Source: an optimization exercise on an open RTL-to-GDS flow (aim: small area, a short achievable clock period and few clock cycles per item). Production flows keep margins and buffers that such runs may drop. The RTL was checked by simulation tests, not by an equivalence proof against the original design.

==> juniper <==
==> flow/design.v <==
module beep_div (
  input  [31:0] r,
  input  [31:0] d,
  output [31:0] rn,
  output [1:0]  q
);
  wire [34:0] x   = {1'b0, r, 2'b00};
  wire [34:0] d1  = {3'b0, d};
  wire [34:0] d2  = {2'b0, d, 1'b0};
  wire [34:0] t1  = x - d1;
  wire [34:0] t2  = x - d2;
  wire [34:0] xa  = {1'b0, r, 2'b10};
  wire [34:0] na  = ~d1;
  wire [34:0] nb  = ~d2;
  wire [34:0] cs  = xa ^ na ^ nb;
  wire [34:0] cc  = (xa & na) | (xa & nb) | (na & nb);
  wire [34:0] t3  = cs + {cc[33:0], 1'b0};
  wire        s1  = ~t1[34];
  wire        s2  = ~t2[34];
  wire        s3  = ~t3[34];
  assign q  = s3 ? 2'd3 : s2 ? 2'd2 : s1 ? 2'd1 : 2'd0;
  assign rn = s3 ? t3[31:0] : s2 ? t2[31:0] : s1 ? t1[31:0] : x[31:0];
endmodule
module beep_add #(
  parameter N = 32
) (
  input  [N-1:0] a,
  input  [N-1:0] b,
  input          ci,
  output [N-1:0] s,
  output         co
);
  assign {co, s} = {1'b0, a} + {1'b0, b} + {{N{1'b0}}, ci};
endmodule
module beep_filter (
  input                    clk,
  input                    rst,
  input                    start,
  input      [31:0]        sample_rate,
  input      [31:0]        cutoff,
  output     [7:0]         tan_addr,
  input      [15:0]        tan_data,
  output                   ready,
  output reg               done,
  output reg               err,
  output reg [7:0]         tidx,
  output reg [15:0]        wc,
  output reg signed [15:0] z1_re,
  output reg signed [15:0] z1_im,
  output reg signed [15:0] z2_re,
  output reg signed [15:0] z2_im,
  output reg signed [15:0] a1,
  output reg signed [15:0] a2,
  output reg signed [15:0] b0,
  output reg signed [15:0] b1,
  output reg signed [15:0] b2,
  output reg [31:0]        sum_a
);
  reg        ph_idle, ph_t0, ph_tdiv, ph_wld, ph_y1, ph_sq, ph_ld1,
             ph_z1, ph_z2, ph_pf, ph_fin;
  reg [2:0]  cnt;
  reg        cz;           
  reg        pinit;        
  reg [31:0] dv;           
  reg [31:0] r0, r1;       
  reg [15:0] q0, q1;       
  reg        q8;           
  reg        clp;          
  reg [1:0]  chi;          
  reg [7:0]  tq;           
  reg [15:0] w;            
  reg [14:0] y1;
  reg        nz;
  reg [15:0] u2;           
  reg [30:0] ss, sk;       
  reg [14:0] h0, h1;       
  reg [15:0] abar;         
  reg [17:0] abar3;        
  reg [15:0] bq;           
  reg [17:0] bq3;          
  reg        sa1, sa2, sa3, sal, sb1, sb2, sb3;
  reg [33:0] pacc;         
  reg [31:0] m0s, m0c;     
  reg [1:0]  s0r;          
  assign ready    = ph_idle;
  assign tan_addr = tq;
  wire z1_end = ph_z1 & cz;
  wire z2_end = ph_z2 & cz;
  wire start_ok = ph_idle & start & (sample_rate != 32'd0);
  wire [31:0] fmax   = dv >> 2;
  wire [31:0] cut    = {chi, r0[31:2]};
  wire        c_zero = (cut == 32'd0);
  wire [31:0] fdif;
  wire        fnb;                                    
  beep_add #(32) u_cmp (.a(fmax), .b(~cut), .ci(1'b1), .s(fdif), .co(fnb));
  wire        c_eq   = (cut == fmax);
  wire        c_big  = ~fnb;
  function [63:0] csa;
    input [31:0] a, b, c;
    begin
      csa[31:0]  = a ^ b ^ c;
      csa[63:32] = ((a & b) | (a & c) | (b & c)) << 1;
    end
  endfunction
  wire [31:0] r0n, r1n;
  wire [1:0]  g0, g1;
  beep_div u_d0 (.r(r0), .d(dv), .rn(r0n), .q(g0));
  beep_div u_d1 (.r(r1), .d(dv), .rn(r1n), .q(g1));
  wire [31:0] wl = {17'd0, w[14:0]};
  wire [63:0] ta = csa(wl << 14, wl << 12, wl << 11);
  wire [63:0] tb = csa(wl << 9,  wl << 7,  wl << 1);
  wire [63:0] tc = csa(ta[31:0], ta[63:32], tb[31:0]);
  wire [63:0] td = csa(tc[31:0], tc[63:32], tb[63:32]);
  wire [31:0] t;
  wire        t_co;
  assign {t_co, t} = {1'b0, td[31:0]} + {1'b0, td[63:32]};
  reg  [31:0] pp [0:15];
  integer i;
  always @* begin
    for (i = 0; i < 15; i = i + 1)
      pp[i] = y1[i] ? (((({17'd0, y1} >> (i + 1)) << 2) | 32'd1) << (2 * i + 1)) : 32'd0;
    pp[15] = nz ? {16'd0, y1, 1'b1} : 32'd0;
  end
  wire [63:0] l1a = csa(pp[0],  pp[1],  pp[2]);
  wire [63:0] l1b = csa(pp[3],  pp[4],  pp[5]);
  wire [63:0] l1c = csa(pp[6],  pp[7],  pp[8]);
  wire [63:0] l1d = csa(pp[9],  pp[10], pp[11]);
  wire [63:0] l1e = csa(pp[12], pp[13], pp[14]);
  wire [63:0] l2a = csa(l1a[31:0], l1a[63:32], l1b[31:0]);
  wire [63:0] l2b = csa(l1b[63:32], l1c[31:0], l1c[63:32]);
  wire [63:0] l2c = csa(l1d[31:0], l1d[63:32], l1e[31:0]);
  wire [63:0] l2d = csa(l1e[63:32], pp[15], 32'd0);
  wire [63:0] l3a = csa(l2a[31:0], l2a[63:32], l2b[31:0]);
  wire [63:0] l3b = csa(l2b[63:32], l2c[31:0], l2c[63:32]);
  wire [63:0] l4a = csa(l3a[31:0], l3a[63:32], l3b[31:0]);
  wire [63:0] l4b = csa(l3b[63:32], l2d[31:0], l2d[63:32]);
  wire [63:0] l5a = csa(l4a[31:0], l4a[63:32], l4b[31:0]);
  wire [63:0] l6a = csa(l5a[31:0], l5a[63:32], l4b[63:32]);
  wire [14:0] u     = {u2[15], u2[13:0]};
  wire [15:0] cor   = nz ? {y1, 1'b1} : 16'd0;
  wire [63:0] da    = csa({u2, 16'd0}, {1'b0, ss}, {1'b0, sk});
  wire [31:0] dc, nrc;
  wire        dc_co, nr_co;
  assign {dc_co, dc} = {1'b0, da[31:0]} + {1'b0, da[63:32]};
  wire [63:0] na_   = csa(32'h40000002, ~{1'b0, ss}, ~{1'b0, sk});
  assign {nr_co, nrc} = {1'b0, na_[31:0]} + {1'b0, na_[63:32]};
  wire [31:0] d2c, nr2c;
  wire        d2_co, n2_co;
  assign {d2_co, d2c} = {1'b0, dv} + {17'd0, cor};
  wire [63:0] n2a   = csa({1'b1, u, 16'd0}, ~dv, ~{16'd0, cor});
  assign {n2_co, nr2c} = {1'b0, n2a[31:0]} + {1'b0, n2a[63:33], 1'b1} + 33'd1;
  wire [17:0] ra    = ({18{sa1}} & {2'b0, abar})
                    | ({18{sa2}} & {1'b0, abar, 1'b0})
                    | ({18{sa3}} & abar3)
                    | ({18{sal}} & {abar[15], ~abar[15], abar[14:0], 1'b0});   
  wire [17:0] rb    = ({18{sb1}} & {2'b0, bq})
                    | ({18{sb2}} & {1'b0, bq, 1'b0})
                    | ({18{sb3}} & bq3);
  wire [33:0] pa    = {pacc[31:0], 2'b01};
  wire [33:0] pb    = ~{16'd0, ra};
  wire [33:0] pc    = {16'd0, rb};
  wire [33:0] ps    = pa ^ pb ^ pc;
  wire [33:0] pk    = (pa & pb) | (pa & pc) | (pb & pc);
  wire [33:0] pnext;
  wire        pn_co;
  assign {pn_co, pnext} = {1'b0, ps} + {1'b0, pk[32:0], 1'b0};
  wire [15:0] abarc;
  wire        ab_co;
  beep_add #(16) u_ab (.a(16'h8000), .b(~{1'b0, h0}), .ci(~h0[0]), .s(abarc), .co(ab_co));
  wire [17:0] abar3c;
  wire        a3_co;
  beep_add #(18) u_a3 (.a({2'b0, abarc}), .b({1'b0, abarc, 1'b0}), .ci(1'b0), .s(abar3c), .co(a3_co));
  wire [14:0] bpc;
  wire        bp_co;
  beep_add #(15) u_bp (.a({1'b0, h1[13:0]}), .b(15'd0), .ci(h1[0]), .s(bpc), .co(bp_co));
  wire [17:0] bq3c;
  wire        b3_co;
  beep_add #(18) u_b3 (.a({2'b0, bpc, 1'b0}), .b({1'b0, bpc, 2'b0}), .ci(1'b0), .s(bq3c), .co(b3_co));
  wire [16:0] ac;
  wire        ac_co;
  beep_add #(17) u_ac (.a({1'b0, abar} + 17'h18000), .b(~{2'b0, q0[15:1]}), .ci(~q0[1]), .s(ac), .co(ac_co));
  wire [15:0] a1c   = ac[16:1];
  wire [17:0] suma  = {pacc[33], pacc[33:17]};
  wire [14:0] sv    = pacc[29:15];
  wire [31:0] s32   = {17'd0, sv};
  wire [63:0] ma    = csa(s32, s32 << 1, s32 << 4);
  wire [63:0] mb    = csa(s32 << 5, s32 << 8, s32 << 9);
  wire [63:0] mc    = csa(ma[31:0], ma[63:32], mb[31:0]);
  wire [63:0] md    = csa(mb[63:32], s32 << 12, s32 << 13);
  wire [63:0] me    = csa(mc[31:0], mc[63:32], md[31:0]);
  wire [63:0] mf    = csa(me[31:0], me[63:32], md[63:32]);
  wire [31:0] bm;
  wire        bm_co;
  wire [1:0]  dl    = suma[1:0] - s0r;
  wire [31:0] drow  = dl == 2'd1 ? 32'd13107 : dl == 2'd3 ? ~32'd13107 : 32'd0;
  wire [63:0] mg    = csa(m0s, {m0c[31:1], dl == 2'd3}, drow);
  beep_add #(32) u_bm (.a(mg[31:0]), .b(mg[63:32]), .ci(1'b0), .s(bm), .co(bm_co));
  wire        bz    = suma[17] | (suma[16:3] == 14'd0 && suma[2:0] <= 3'd5);
  wire [15:0] b1c   = bz ? 16'd0 : bm[31:16];
  wire [15:0] a2c;
  wire        a2_co;
  beep_add #(16) u_a2 (.a({suma[15:14] + 2'b11, suma[13:0]}), .b(~a1c), .ci(1'b1), .s(a2c), .co(a2_co));
  always @(posedge clk) begin
    y1   <= t[29:15];
    nz   <= (w[13:0] != 14'd0);
    u2   <= {1'b0, y1} + {2'b01, 13'd0, nz};
    ss   <= l6a[30:0];
    sk   <= l6a[62:32];
    abar  <= abarc;
    abar3 <= abar3c;
    bq    <= {bpc, 1'b0};
    bq3   <= bq3c;
    m0s   <= mf[31:0];
    m0c   <= mf[63:32];
    s0r   <= pacc[16:15];
    if (ph_idle)
      dv <= sample_rate;
    else if (ph_ld1)
      dv <= dc;
    else if (z1_end)
      dv <= d2c;
    if (ph_idle)
      r0 <= {cutoff[29:0], 2'b00};
    else if (ph_ld1)
      r0 <= nrc;
    else if (z1_end)
      r0 <= nr2c;
    else
      r0 <= r0n;
    if (ph_idle)
      r1 <= {sample_rate[31:2], 2'b00};
    else if (ph_ld1)
      r1 <= {2'b0, y1, 15'd0};
    else if (z1_end)
      r1 <= {2'b0, u, 15'd0};
    else
      r1 <= r1n;
    if (!(ph_pf | ph_fin)) begin
      q0 <= {q0[13:0], g0};
      q1 <= {q1[13:0], g1};
      sa1 <= (g0 == 2'd1) & ~z2_end;
      sa2 <= (g0 == 2'd2) & ~z2_end;
      sa3 <= (g0 == 2'd3) & ~z2_end;
      sal <= g0[1] & z2_end;
      sb1 <= (g1 == 2'd1);
      sb2 <= (g1 == 2'd2);
      sb3 <= (g1 == 2'd3);
    end
    if (ph_idle)
      chi <= cutoff[31:30];
    if (ph_t0) begin
      q8  <= (dv[1:0] == 2'b00) && (c_zero || c_big || c_eq);
      clp <= c_zero || c_big;
    end
    if (ph_wld)
      w <= tan_data;
    if (z1_end) begin
      h0 <= {q0[13:0], g0[1]};    
      h1 <= {q1[12:0], g1};
    end
    if (pinit)
      pacc <= {18'd0, abarc};
    else
      pacc <= pnext;
  end
  always @(posedge clk) begin
    cnt <= cnt - 3'd1;
    cz  <= (cnt == 3'd1);
    if (ph_idle) begin
      cnt <= 3'd3;
      cz  <= 1'b0;
    end
    if (ph_ld1 | z1_end) begin
      cnt <= 3'd7;
      cz  <= 1'b0;
    end
    pinit <= z1_end;
    if (rst) begin
      ph_idle  <= 1'b1;
      ph_t0    <= 1'b0;
      ph_tdiv  <= 1'b0;
      ph_wld   <= 1'b0;
      ph_y1    <= 1'b0;
      ph_sq    <= 1'b0;
      ph_ld1   <= 1'b0;
      ph_z1    <= 1'b0;
      ph_z2    <= 1'b0;
      ph_pf    <= 1'b0;
      ph_fin   <= 1'b0;
      done     <= 1'b0;
      err      <= 1'b0;
      tq       <= 8'd0;
      tidx     <= 8'd0;
      wc       <= 16'd0;
      z1_re    <= 16'sd0;
      z1_im    <= 16'sd0;
      z2_re    <= 16'sd0;
      z2_im    <= 16'sd0;
      a1       <= 16'sd0;
      a2       <= 16'sd0;
      b0       <= 16'sd0;
      b1       <= 16'sd0;
      b2       <= 16'sd0;
      sum_a    <= 32'd0;
    end else begin
      ph_idle  <= (ph_idle & ~start_ok) | ph_fin;
      ph_t0    <= start_ok;
      ph_tdiv  <= start_ok | (ph_tdiv & ~cz);
      ph_wld   <= ph_tdiv & cz;
      ph_y1    <= ph_wld;
      ph_sq    <= ph_y1;
      ph_ld1   <= ph_sq;
      ph_z1    <= ph_ld1 | (ph_z1 & ~cz);
      ph_z2    <= z1_end | (ph_z2 & ~cz);
      ph_pf    <= ph_z2 & cz;
      ph_fin   <= ph_pf;
      done     <= ph_fin | (ph_idle & start & (sample_rate == 32'd0));
      if (ph_idle & start & (sample_rate == 32'd0))
        err <= 1'b1;
      if (ph_tdiv & cz)
        tq <= q8 ? 8'hff : clp ? {q1[5:0], g1} : {q0[5:0], g0};
      if (ph_fin) begin
        tidx  <= tq;
        wc    <= w;
        z1_re <= {1'b0, h0};
        z1_im <= {1'b0, h1};
        z2_re <= {1'b0, q0[15:1]};
        z2_im <= -q1;
        a1    <= a1c;
        a2    <= a2c;
        b0    <= {1'b0, b1c[15:1]};
        b1    <= b1c;
        b2    <= {1'b0, b1c[15:1]};
        sum_a <= {{14{suma[17]}}, suma};
        err   <= 1'b0;
      end
    end
  end
endmodule
==> flow/run.sh <==
#!/bin/bash
# synth_recipe.tcl (not shown) runs the flow's synth.tcl, then flattens the netlist and writes it again
# the make line also repeats each setting of config.mk as NAME=value (left out here)
make -C /OpenROAD-flow-scripts/flow DESIGN_CONFIG=/design/flow/config.mk WORK_HOME=/design/flow/orfs CLKGATE_MAP_FILE= SYNTH_SCRIPT=/design/flow/synth_recipe.tcl finish
==> flow/config.mk <==
export PLATFORM = sky130hd
export DESIGN_NAME = beep_filter
export DESIGN_NICKNAME = beep_filter
export VERILOG_FILES = /design/flow/design.v
export SDC_FILE = /design/flow/constraint.sdc
export NUM_CORES = 4
export LEC_CHECK = 0
export CAP_MARGIN = 20
export CORE_MARGIN = 2
export CORE_UTILIZATION = 65
export PLACE_DENSITY = 0.8
export SLEW_MARGIN = 20
==> flow/constraint.sdc <==
create_clock -name core_clock -period 15.0 [get_ports {clk}]
set_input_delay 3.0000 -clock core_clock [delete_from_list [all_inputs] [get_ports {clk}]]
set_output_delay 3.0000 -clock core_clock [all_outputs]
set_load 0.01 [all_outputs]
==> inputs of umber, as changes to juniper <==
--- a/flow/design.v
+++ b/flow/design.v
@@ -30,7 +30,36 @@
   output [N-1:0] s,
   output         co
 );
-  assign {co, s} = {1'b0, a} + {1'b0, b} + {{N{1'b0}}, ci};
+  function integer pow2ceil;
+    input integer n;
+    integer k;
+    begin
+      k = 1;
+      for (k = 1; k < n; k = k * 2)
+        pow2ceil = k * 2;
+    end
+  endfunction
+  localparam integer P2 = pow2ceil(N);
+  reg [N-1:0] g, p, pg;
+  integer l, i;
+  always @* begin
+    p  = a ^ b;
+    g  = a & b;
+    g[0] = g[0] | (p[0] & ci);
+    pg = p;
+    for (l = 1; l < N; l = l * 2)
+      for (i = 2 * l - 1; i < N; i = i + 2 * l) begin
+        g[i]  = g[i] | (pg[i] & g[i - l]);
+        pg[i] = pg[i] & pg[i - l];
+      end
+    for (l = P2 / 4; l >= 1; l = l / 2)
+      for (i = 3 * l - 1; i < N; i = i + 2 * l) begin
+        g[i]  = g[i] | (pg[i] & g[i - l]);
+        pg[i] = pg[i] & pg[i - l];
+      end
+  end
+  assign s  = p ^ {g[N-2:0], ci};
+  assign co = g[N-1];
 endmodule
 module beep_filter (
   input                    clk,
@@ -71,21 +100,20 @@
   reg [15:0] w;            
   reg [14:0] y1;
   reg        nz;
-  reg [15:0] u2;           
-  reg [30:0] ss, sk;       
+  reg [14:0] u;
+  reg [29:0] ss, sk;       
+  reg [31:0] d2r, nr2r;    
   reg [14:0] h0, h1;       
   reg [15:0] abar;         
   reg [17:0] abar3;        
+  reg [17:0] abarl;        
   reg [15:0] bq;           
   reg [17:0] bq3;          
-  reg        sa1, sa2, sa3, sal, sb1, sb2, sb3;
   reg [33:0] pacc;         
-  reg [31:0] m0s, m0c;     
-  reg [1:0]  s0r;          
+  reg [15:0] a1q;
   assign ready    = ph_idle;
   assign tan_addr = tq;
   wire z1_end = ph_z1 & cz;
-  wire z2_end = ph_z2 & cz;
   wire start_ok = ph_idle & start & (sample_rate != 32'd0);
   wire [31:0] fmax   = dv >> 2;
   wire [31:0] cut    = {chi, r0[31:2]};
@@ -113,12 +141,12 @@
   wire [63:0] td = csa(tc[31:0], tc[63:32], tb[63:32]);
   wire [31:0] t;
   wire        t_co;
-  assign {t_co, t} = {1'b0, td[31:0]} + {1'b0, td[63:32]};
+  beep_add #(32) u_t (.a(td[31:0]), .b(td[63:32]), .ci(1'b0), .s(t), .co(t_co));
   reg  [31:0] pp [0:15];
   integer i;
   always @* begin
     for (i = 0; i < 15; i = i + 1)
-      pp[i] = y1[i] ? (((({17'd0, y1} >> (i + 1)) << 2) | 32'd1) << (2 * i + 1)) : 32'd0;
+      pp[i] = y1[i] ? (((({17'd0, y1} >> (i + 1)) << 2) | 32'd1) << (2 * i)) : 32'd0;
     pp[15] = nz ? {16'd0, y1, 1'b1} : 32'd0;
   end
   wire [63:0] l1a = csa(pp[0],  pp[1],  pp[2]);
@@ -136,26 +164,44 @@
   wire [63:0] l4b = csa(l3b[63:32], l2d[31:0], l2d[63:32]);
   wire [63:0] l5a = csa(l4a[31:0], l4a[63:32], l4b[31:0]);
   wire [63:0] l6a = csa(l5a[31:0], l5a[63:32], l4b[63:32]);
-  wire [14:0] u     = {u2[15], u2[13:0]};
-  wire [15:0] cor   = nz ? {y1, 1'b1} : 16'd0;
-  wire [63:0] da    = csa({u2, 16'd0}, {1'b0, ss}, {1'b0, sk});
+  wire [31:0] kd    = nz ? {2'b00, 14'h3fff, ~y1, 1'b1} : 32'h40000000;   
+  wire [31:0] kn    = nz ? {2'b01, 14'h0000,  y1, 1'b1} : 32'h40000000;   
+  wire [29:0] opx   = ss;
+  wire [29:0] opy   = sk;
+  wire [63:0] da    = csa(kd, {1'b0, u, 16'd0}, {1'b0, opx, 1'b0});
+  wire [63:0] db    = csa(da[31:0], da[63:32], {1'b0, opy, 1'b0});
   wire [31:0] dc, nrc;
   wire        dc_co, nr_co;
-  assign {dc_co, dc} = {1'b0, da[31:0]} + {1'b0, da[63:32]};
-  wire [63:0] na_   = csa(32'h40000002, ~{1'b0, ss}, ~{1'b0, sk});
-  assign {nr_co, nrc} = {1'b0, na_[31:0]} + {1'b0, na_[63:32]};
+  beep_add #(32) u_dc (.a(db[31:0]), .b(db[63:32]), .ci(1'b0), .s(dc), .co(dc_co));
+  wire [63:0] na_   = csa(kn, ~{1'b0, opx, 1'b0}, ~{1'b0, opy, 1'b0});
+  beep_add #(32) u_nr (.a(na_[31:0]), .b({na_[63:33], 1'b1}), .ci(1'b1), .s(nrc), .co(nr_co));
+  wire [63:0] d2a   = csa(32'h40000000, {1'b0, u, 16'd0}, {1'b0, opx, 1'b0});
+  wire [63:0] d2b   = csa(d2a[31:0], d2a[63:32], {1'b0, opy, 1'b0});
   wire [31:0] d2c, nr2c;
   wire        d2_co, n2_co;
-  assign {d2_co, d2c} = {1'b0, dv} + {17'd0, cor};
-  wire [63:0] n2a   = csa({1'b1, u, 16'd0}, ~dv, ~{16'd0, cor});
-  assign {n2_co, nr2c} = {1'b0, n2a[31:0]} + {1'b0, n2a[63:33], 1'b1} + 33'd1;
-  wire [17:0] ra    = ({18{sa1}} & {2'b0, abar})
-                    | ({18{sa2}} & {1'b0, abar, 1'b0})
-                    | ({18{sa3}} & abar3)
-                    | ({18{sal}} & {abar[15], ~abar[15], abar[14:0], 1'b0});   
-  wire [17:0] rb    = ({18{sb1}} & {2'b0, bq})
-                    | ({18{sb2}} & {1'b0, bq, 1'b0})
-                    | ({18{sb3}} & bq3);
+  beep_add #(32) u_d2 (.a(d2b[31:0]), .b(d2b[63:32]), .ci(1'b0), .s(d2c), .co(d2_co));
+  wire [63:0] n2a   = csa(32'h40000000, ~{1'b0, opx, 1'b0}, ~{1'b0, opy, 1'b0});
+  beep_add #(32) u_n2 (.a(n2a[31:0]), .b({n2a[63:33], 1'b1}), .ci(1'b1), .s(nr2c), .co(n2_co));
+  wire [1:0]  e0    = q0[1:0];
+  wire [1:0]  e1    = q1[1:0];
+  reg  [17:0] ra, rb;
+  always @* begin
+    if (ph_pf)
+      ra = e0[1] ? abarl : 18'd0;
+    else
+      case (e0)
+        2'd0: ra = 18'd0;
+        2'd1: ra = {2'b0, abar};
+        2'd2: ra = {1'b0, abar, 1'b0};
+        default: ra = abar3;
+      endcase
+    case (e1)
+      2'd0: rb = 18'd0;
+      2'd1: rb = {2'b0, bq};
+      2'd2: rb = {1'b0, bq, 1'b0};
+      default: rb = bq3;
+    endcase
+  end
   wire [33:0] pa    = {pacc[31:0], 2'b01};
   wire [33:0] pb    = ~{16'd0, ra};
   wire [33:0] pc    = {16'd0, rb};
@@ -163,7 +209,7 @@
   wire [33:0] pk    = (pa & pb) | (pa & pc) | (pb & pc);
   wire [33:0] pnext;
   wire        pn_co;
-  assign {pn_co, pnext} = {1'b0, ps} + {1'b0, pk[32:0], 1'b0};
+  beep_add #(34) u_pn (.a(ps), .b({pk[32:0], 1'b0}), .ci(1'b0), .s(pnext), .co(pn_co));
   wire [15:0] abarc;
   wire        ab_co;
   beep_add #(16) u_ab (.a(16'h8000), .b(~{1'b0, h0}), .ci(~h0[0]), .s(abarc), .co(ab_co));
@@ -181,7 +227,7 @@
   beep_add #(17) u_ac (.a({1'b0, abar} + 17'h18000), .b(~{2'b0, q0[15:1]}), .ci(~q0[1]), .s(ac), .co(ac_co));
   wire [15:0] a1c   = ac[16:1];
   wire [17:0] suma  = {pacc[33], pacc[33:17]};
-  wire [14:0] sv    = pacc[29:15];
+  wire [14:0] sv    = suma[17] ? 15'd0 : suma[14:0];            
   wire [31:0] s32   = {17'd0, sv};
   wire [63:0] ma    = csa(s32, s32 << 1, s32 << 4);
   wire [63:0] mb    = csa(s32 << 5, s32 << 8, s32 << 9);
@@ -191,40 +237,37 @@
   wire [63:0] mf    = csa(me[31:0], me[63:32], md[63:32]);
   wire [31:0] bm;
   wire        bm_co;
-  wire [1:0]  dl    = suma[1:0] - s0r;
-  wire [31:0] drow  = dl == 2'd1 ? 32'd13107 : dl == 2'd3 ? ~32'd13107 : 32'd0;
-  wire [63:0] mg    = csa(m0s, {m0c[31:1], dl == 2'd3}, drow);
-  beep_add #(32) u_bm (.a(mg[31:0]), .b(mg[63:32]), .ci(1'b0), .s(bm), .co(bm_co));
-  wire        bz    = suma[17] | (suma[16:3] == 14'd0 && suma[2:0] <= 3'd5);
-  wire [15:0] b1c   = bz ? 16'd0 : bm[31:16];
+  beep_add #(32) u_bm (.a(mf[31:0]), .b(mf[63:32]), .ci(1'b0), .s(bm), .co(bm_co));
+  wire [15:0] b1c    = bm[31:16];
   wire [15:0] a2c;
   wire        a2_co;
-  beep_add #(16) u_a2 (.a({suma[15:14] + 2'b11, suma[13:0]}), .b(~a1c), .ci(1'b1), .s(a2c), .co(a2_co));
+  beep_add #(16) u_a2 (.a({suma[15:14] + 2'b11, suma[13:0]}), .b(~a1q), .ci(1'b1), .s(a2c), .co(a2_co));
   always @(posedge clk) begin
     y1   <= t[29:15];
     nz   <= (w[13:0] != 14'd0);
-    u2   <= {1'b0, y1} + {2'b01, 13'd0, nz};
-    ss   <= l6a[30:0];
-    sk   <= l6a[62:32];
+    u    <= y1 + nz;
+    ss   <= l6a[29:0];
+    sk   <= l6a[61:32];
+    d2r  <= d2c;
+    nr2r <= nr2c;
     abar  <= abarc;
     abar3 <= abar3c;
+    abarl <= {abarc[15], ~abarc[15], abarc[14:0], 1'b0};    
     bq    <= {bpc, 1'b0};
     bq3   <= bq3c;
-    m0s   <= mf[31:0];
-    m0c   <= mf[63:32];
-    s0r   <= pacc[16:15];
+    a1q   <= a1c;
     if (ph_idle)
       dv <= sample_rate;
     else if (ph_ld1)
       dv <= dc;
     else if (z1_end)
-      dv <= d2c;
+      dv <= d2r;
     if (ph_idle)
       r0 <= {cutoff[29:0], 2'b00};
     else if (ph_ld1)
       r0 <= nrc;
     else if (z1_end)
-      r0 <= nr2c;
+      r0 <= nr2r;
     else
       r0 <= r0n;
     if (ph_idle)
@@ -238,13 +281,6 @@
     if (!(ph_pf | ph_fin)) begin
       q0 <= {q0[13:0], g0};
       q1 <= {q1[13:0], g1};
-      sa1 <= (g0 == 2'd1) & ~z2_end;
-      sa2 <= (g0 == 2'd2) & ~z2_end;
-      sa3 <= (g0 == 2'd3) & ~z2_end;
-      sal <= g0[1] & z2_end;
-      sb1 <= (g1 == 2'd1);
-      sb2 <= (g1 == 2'd2);
-      sb3 <= (g1 == 2'd3);
     end
     if (ph_idle)
       chi <= cutoff[31:30];
@@ -326,7 +362,7 @@
         z1_im <= {1'b0, h1};
         z2_re <= {1'b0, q0[15:1]};
         z2_im <= -q1;
-        a1    <= a1c;
+        a1    <= a1q;
         a2    <= a2c;
         b0    <= {1'b0, b1c[15:1]};
         b1    <= b1c;
- CORE_UTILIZATION: 65 -> 40
- PLACE_DENSITY: 0.8 -> 0.6
==> impl_metrics.env <==
export IMPL_status="finished clean"
export IMPL_num_fill_cells=6146
export IMPL_synth_mux_area_share_pct=2.52
export IMPL_path_cells="inv_1 > ha_1 > xnor2_1 > xnor2_1 > nor2_1 > inv_1 > fa_1 > inv_1 > ha_1 > or4_1 > a221o_1 > o21ai_0 > o2111ai_1 > nand3_1 > nand3_1 > o211ai_1 > o21ai_0 > xnor2_1 > a22o_1"
export IMPL_holdWs_ns=0.402
export IMPL_synthAdderAreaFrac_pct=28.1
export IMPL_routed_wl_met3_um=12300
export IMPL_multi_input_cells=4444
export IMPL_start_util_pct=65.9
export IMPL_num_nonclk_inverters=714
export IMPL_synth_common_cells="ha_1, inv_1, dfxtp_1"
export IMPL_io_buffers=288
export IMPL_placed_area_um2=56900
export IMPL_synth_top_area_share_pct=17.9
export IMPL_clkbuf_count=105
export IMPL_syn_area_um2=53300
export IMPL_die_area_um2=84300
export IMPL_ys_seq_area_share_pct=24.7
export IMPL_dieHeight_um=290
export IMPL_r2r_slack_ns=9.19
(the above is from juniper)
==> impl_metrics.env <==
export IMPL_synthAdderAreaFrac_pct=31.4
export IMPL_routed_wl_met3_um=11100
export IMPL_placed_area_um2=57600
export IMPL_status="finished clean"
export IMPL_clkbuf_count=115
export IMPL_synth_common_cells="ha_1, inv_1, dfxtp_1"
export IMPL_ys_seq_area_share_pct=24.9
export IMPL_synth_top_area_share_pct=18.5
export IMPL_holdWs_ns=0.404
export IMPL_start_util_pct=40.2
export IMPL_syn_area_um2=53400
export IMPL_die_area_um2=137000
export IMPL_num_fill_cells=12800
export IMPL_multi_input_cells=4250
export IMPL_r2r_slack_ns=8.48
(the above is from umber)
Testbench counts of juniper, summed over its fixed seeds: cycles 13,832, designs 512.
Testbench counts of umber, summed over its fixed seeds: cycles 13,832, designs 512.

==> re-timing with driven ports <==
The results above use ideal ports. As a check the final layouts listed here were re-extracted and re-timed, cells and wires unchanged.
Step 1 assumes that a clkbuf_16 drives the clock port and a buf_2 every other input.
Step 2 moves the port delays by t, midway between the first and last clock arrival at a register: inputs arrive t later, outputs are due t later. That takes back most of the time a late clock gives input paths.
a / b / c = no drivers / after step 1 / after step 2; a / b = the first two.
| run | shift t [ns] | setup slack, ns | latest minus earliest clock arrival (ns) |
|---|---|---|---|
| juniper | 0.715 | 9.186 / 9.186 / 9.186 | 0.062 / 0.062 |
| umber | 0.744 | 8.479 / 8.479 / 8.479 | 0.042 / 0.041 |
After both steps setup and hold are still met in every run listed.
